Source: an optimization exercise on an open RTL-to-GDS flow (aim: small area, a short achievable clock period and few clock cycles per item). Production flows keep margins and buffers that such runs may drop. RTL that was checked went through simulation tests only; none was proved equivalent to the original.

Design netblk_rx, start of the top module:
module netblk_rx (
    input  wire        clk,
    input  wire        rst,
    input  wire        in_valid,
    output wire        in_ready,
    input  wire [31:0] in_data,
    input  wire [2:0]  in_nbytes,    
    input  wire        in_last,
    output wire        res_valid,
    input  wire        res_ready,
    output reg  [2:0]  res_kind,
    output reg  [31:0] res_src,
    output reg  [7:0]  res_type,
    output reg  [15:0] res_id,
    output reg  [15:0] res_seq,
    output reg  [10:0] res_dlen,
    output reg  [1:0]  res_rstat,
    output reg  [15:0] res_ip_csum,
    output reg  [15:0] res_icmp_csum
);
Size in the first run: roughly 780 cells after synthesis, roughly 170 flip-flops.
==> module netblk_rx, before the edit <==
module netblk_rx (
    input  wire        clk,
    input  wire        rst,
    input  wire        in_valid,
    output wire        in_ready,
    input  wire [31:0] in_data,
    input  wire [2:0]  in_nbytes,    
    input  wire        in_last,
    output wire        res_valid,
    input  wire        res_ready,
    output reg  [2:0]  res_kind,
    output reg  [31:0] res_src,
    output reg  [7:0]  res_type,
    output reg  [15:0] res_id,
    output reg  [15:0] res_seq,
    output reg  [10:0] res_dlen,
    output reg  [1:0]  res_rstat,
    output reg  [15:0] res_ip_csum,
    output reg  [15:0] res_icmp_csum
);
    localparam [10:0] CNT0 = 11'd2020;    
    function [15:0] oc_add;
        input [15:0] a;
        input [15:0] b;
        reg   [15:0] g, p, g1, p1, g2, p2, g3, p3, g4;
        integer i;
        begin
            g = a & b;
            p = a ^ b;
            for (i = 0; i < 16; i = i + 1) begin
                g1[i] = g[i]  | (p[i]  & g[(i + 15) % 16]);
                p1[i] = p[i]  & p[(i + 15) % 16];
            end
            for (i = 0; i < 16; i = i + 1) begin
                g2[i] = g1[i] | (p1[i] & g1[(i + 14) % 16]);
                p2[i] = p1[i] & p1[(i + 14) % 16];
            end
            for (i = 0; i < 16; i = i + 1) begin
                g3[i] = g2[i] | (p2[i] & g2[(i + 12) % 16]);
                p3[i] = p2[i] & p2[(i + 12) % 16];
            end
            for (i = 0; i < 16; i = i + 1)
                g4[i] = g3[i] | (p3[i] & g3[(i + 8) % 16]);
            for (i = 0; i < 16; i = i + 1)
                oc_add[i] = p[i] ^ g4[(i + 15) % 16];
        end
    endfunction
    function [15:0] oc_add3;
        input [15:0] a;
        input [15:0] b;
        input [15:0] c;
        reg   [15:0] s, y;
        begin
            s = a ^ b ^ c;
            y = (a & b) | (a & c) | (b & c);
            oc_add3 = oc_add(s, {y[14:0], y[15]});
        end
    endfunction
    reg        rdy;        
    reg        v1;
    reg [31:0] d1;
    reg [2:0]  nb1;
    reg        l1;
    reg        done;       
    reg        qv;         
    reg [7:0]  at;         
    assign in_ready  = rdy;
    assign res_valid = done;
    wire accept = in_valid && rdy;
    wire c2     = v1 && !done;                
    wire take   = done && res_ready;
    wire absorb = v1 && done && !l1 && !qv;
    wire v1_next   = (v1 && !c2 && !absorb) || accept;
    wire l1_next   = accept ? in_last : l1;
    wire qv_next   = absorb || (qv && !c2);
    wire done_next = (c2 && l1) || (done && !res_ready);
    always @(posedge clk) begin
        if (rst) begin
            rdy  <= 1'b1;
            v1   <= 1'b0;
            done <= 1'b0;
            qv   <= 1'b0;
            at   <= 8'd1;
        end else begin
            rdy  <= !(done_next && v1_next && (l1_next || qv_next));
            v1   <= v1_next;
            done <= done_next;
            qv   <= qv_next;
            if ((c2 && l1))
                at <= 8'd1;
            else if (c2 || absorb)
                at <= {at[7] | at[6], at[5:0], 1'b0};
        end
    end
    reg [31:0] in_masked;
    always @(*) begin
        case (in_nbytes)
            3'd0:    in_masked = 32'h0000_0000;
            3'd1:    in_masked = in_data & 32'hFF00_0000;
            3'd2:    in_masked = in_data & 32'hFFFF_0000;
            3'd3:    in_masked = in_data & 32'hFFFF_FF00;
            default: in_masked = in_data;
        endcase
    end
    always @(posedge clk) begin
        d1 <= in_masked;
        if (accept) begin
            nb1 <= in_nbytes;
            l1  <= in_last;
        end
    end
    reg        icmp;       
    wire [31:0] w = d1;
    wire [10:0] kb    = res_dlen;
    wire [8:0]  kk    = kb[10:2];                   
    wire        at2   = at[2];
    wire        at3   = at[3];
    wire        at4   = at[4];
    wire        at5   = at[5];
    wire        at6   = at[6];
    wire        data  = at[7];
    wire        full  = nb1[2];                     
    wire        lt20  = (|at[3:0]) || (at4 && !full);
    wire        neg   = !data && !(at6 && full);    
    wire        big   = data && (kk > 9'd368 || (kk == 9'd368 && nb1 != 3'd0));
    wire [3:0]  clo   = {1'b0, kb[2:0]} + {1'b0, nb1};
    reg  [7:0]  chi;
    integer j;
    always @(*) begin
        for (j = 0; j < 8; j = j + 1)
            chi[j] = kb[3 + j] ^ (clo[3] & (&(kb[3 +: 8] | (8'hFF << j))));
    end
    wire [10:0] cnt_n = {chi, clo[2:0]};
    wire        ge3     = icmp && !neg;
    wire        is_req  = ge3 && (res_type == 8'd8);
    wire        src_lb  = (res_src[31:24] == 8'd127);
    wire        send_ok = is_req && !big && src_lb;
    wire        last    = l1;
    wire [15:0] abase = at3  ? 16'h0413 :
                        data ? res_icmp_csum : 16'd0;
    wire [15:0] af    = oc_add3(abase, w[31:16], w[15:0]);
    wire [15:0] ibase = at4 ? res_icmp_csum : res_ip_csum;
    wire [3:0]  ilo   = {1'b0, ibase[2:0]} + {1'b0, nb1};
    reg  [12:0] ihi;
    integer m;
    always @(*) begin
        for (m = 0; m < 13; m = m + 1)
            ihi[m] = ibase[3 + m] ^ (ilo[3] & (&(ibase[3 +: 13] | (13'h1FFF << m))));
    end
    wire        icy   = ilo[3] & (&ibase[15:3]);
    wire [15:0] if1   = icy ? {13'd0, ilo[2:0] + 3'd1} : {ihi, ilo[2:0]};
    always @(posedge clk) begin
        if (c2) begin
            if (at2) icmp <= (d1[23:16] == 8'd1);
            if (last && lt20)      res_src <= 32'd0;
            else if (at3)          res_src <= d1;
            if (last && !ge3)      res_type <= 8'd0;
            else if (at5)          res_type <= d1[31:24];
            if (last && !ge3) begin
                res_id  <= 16'd0;
                res_seq <= 16'd0;
            end else if (at6) begin
                res_id  <= d1[31:16];
                res_seq <= d1[15:0];
            end
            res_dlen <= (last && !ge3) ? 11'd0 : cnt_n;
        end
        if (rst || take)
            res_dlen <= (qv_next && !rst) ? CNT0 + 11'd4 : CNT0;
        if (c2) begin
            if (last)              res_icmp_csum <= send_ok ? ~af : 16'd0;
            else                   res_icmp_csum <= af;
            if (last)              res_ip_csum <= send_ok ? ~if1 : 16'd0;
            else                   res_ip_csum <= if1;
            if (last) begin
                res_kind  <= lt20                   ? 3'd0 :
                             !icmp                  ? 3'd1 :
                             neg                    ? 3'd2 :
                             (res_type == 8'd8)     ? 3'd3 :
                             (res_type == 8'd0)     ? 3'd4 : 3'd5;
                res_rstat <= !is_req ? 2'd0 :
                             big     ? 2'd2 :
                             !src_lb ? 2'd1 : 2'd0;
            end
        end
    end
endmodule
==> flow/config.mk <==
export PLATFORM = sky130hd
export DESIGN_NAME = netblk_rx
export DESIGN_NICKNAME = netblk_rx
export VERILOG_FILES = /design/flow/design.v
export SDC_FILE = /design/flow/constraint.sdc
export NUM_CORES = 4
export LEC_CHECK = 0
export CAP_MARGIN = 20
export CORE_MARGIN = 2
export CORE_UTILIZATION = 55
export CTS_BUF_LIST = sky130_fd_sc_hd__clkbuf_8
export SLEW_MARGIN = 20
==> flow/constraint.sdc <==
create_clock -name core_clock -period 12.0 [get_ports {clk}]
set_input_delay 2.4000 -clock core_clock [delete_from_list [all_inputs] [get_ports {clk}]]
set_output_delay 2.4000 -clock core_clock [all_outputs]
set_load 0.01 [all_outputs]
standard.sh (not shown) runs the stock make flow with config.mk's settings and CLKGATE_MAP_FILE= SYNTH_SCRIPT=/design/flow/synth_recipe.tcl, a recipe that flattens the netlist after the stock synthesis.
==> flow/flow/run.sh <==
#!/bin/bash
# Standard synthesis, then the standard layout with plain buf_1 port buffers
# instead of the delay buffers buffer_ports picks by default, and timing
# repair aiming at a setup slack of 8.45 ns.
set -euo pipefail
bash standard.sh synth > synth.log 2>&1
bash standard.sh BUFFER_PORTS_ARGS="-buffer_cell sky130_fd_sc_hd__buf_1" SETUP_SLACK_MARGIN=8.45 finish > layout.log 2>&1
Testbench counts at the start, summed over its fixed seeds: cycles 117,999, packets 3,200.
Then changed:
--- a/flow/design.v
+++ b/flow/design.v
@@ -134,13 +134,11 @@
     wire        ge3     = icmp && !neg;
     wire        is_req  = ge3 && (res_type == 8'd8);
     wire        src_lb  = (res_src[31:24] == 8'd127);
     wire        send_ok = is_req && !big && src_lb;
     wire        last    = l1;
-    wire [15:0] abase = at3  ? 16'h0413 :
-                        data ? res_icmp_csum : 16'd0;
-    wire [15:0] af    = oc_add3(abase, w[31:16], w[15:0]);
+    wire [15:0] af    = oc_add3(res_icmp_csum, w[31:16], w[15:0]);
     wire [15:0] ibase = at4 ? res_icmp_csum : res_ip_csum;
     wire [3:0]  ilo   = {1'b0, ibase[2:0]} + {1'b0, nb1};
     reg  [12:0] ihi;
     integer m;
     always @(*) begin
@@ -167,10 +165,12 @@
         end
         if (rst || take)
             res_dlen <= (qv_next && !rst) ? CNT0 + 11'd4 : CNT0;
         if (c2) begin
             if (last)              res_icmp_csum <= send_ok ? ~af : 16'd0;
+            else if (at2)          res_icmp_csum <= 16'h0413;
+            else if (at5)          res_icmp_csum <= 16'd0;
             else                   res_icmp_csum <= af;
             if (last)              res_ip_csum <= send_ok ? ~if1 : 16'd0;
             else                   res_ip_csum <= if1;
             if (last) begin
                 res_kind  <= lt20                   ? 3'd0 :
Routed wire length is higher by 1.7%.
Core utilization is higher by 0.36 points.
Synthesized area barely changes.
Sequential share of layout area is lower by 0.27 points.
Final area is higher by 0.55%.
For the second run of this note, only the layout was checked, not whether the RTL still works.

port drivers added, routing unchanged:
The flow's constraints put no driver on any port. The routed layouts listed below were extracted and timed again, unchanged, in two steps.
Step 1: set_driving_cell puts a clkbuf_16 on clk and a buf_2 on each other input, an assumption about the parent block.
Step 2 moves the port delays by t, midway between the first and last clock arrival at a register: inputs arrive t later, outputs are due t later. That takes back most of the time a late clock gives input paths.
a / b / c = no drivers / after step 1 / after step 2; a / b = the first two.
run | t (ns) | setup slack, ns | hold WS [ns] | worst setup path after step 2 | cell pins on the clock port's net
the first run | 0.506 | 8.454 / 8.416 / 8.275 | 0.484 / 0.484 / 0.484 | input to register | 1
the second run | 0.495 | 8.446 / 8.406 / 8.322 | 0.486 / 0.486 / 0.486 | input to register | 1
After both steps setup and hold are still met in every run listed. The setup slack of the first run, which loses most, moves by -0.038 ns with the drivers and by -0.179 ns with both steps.
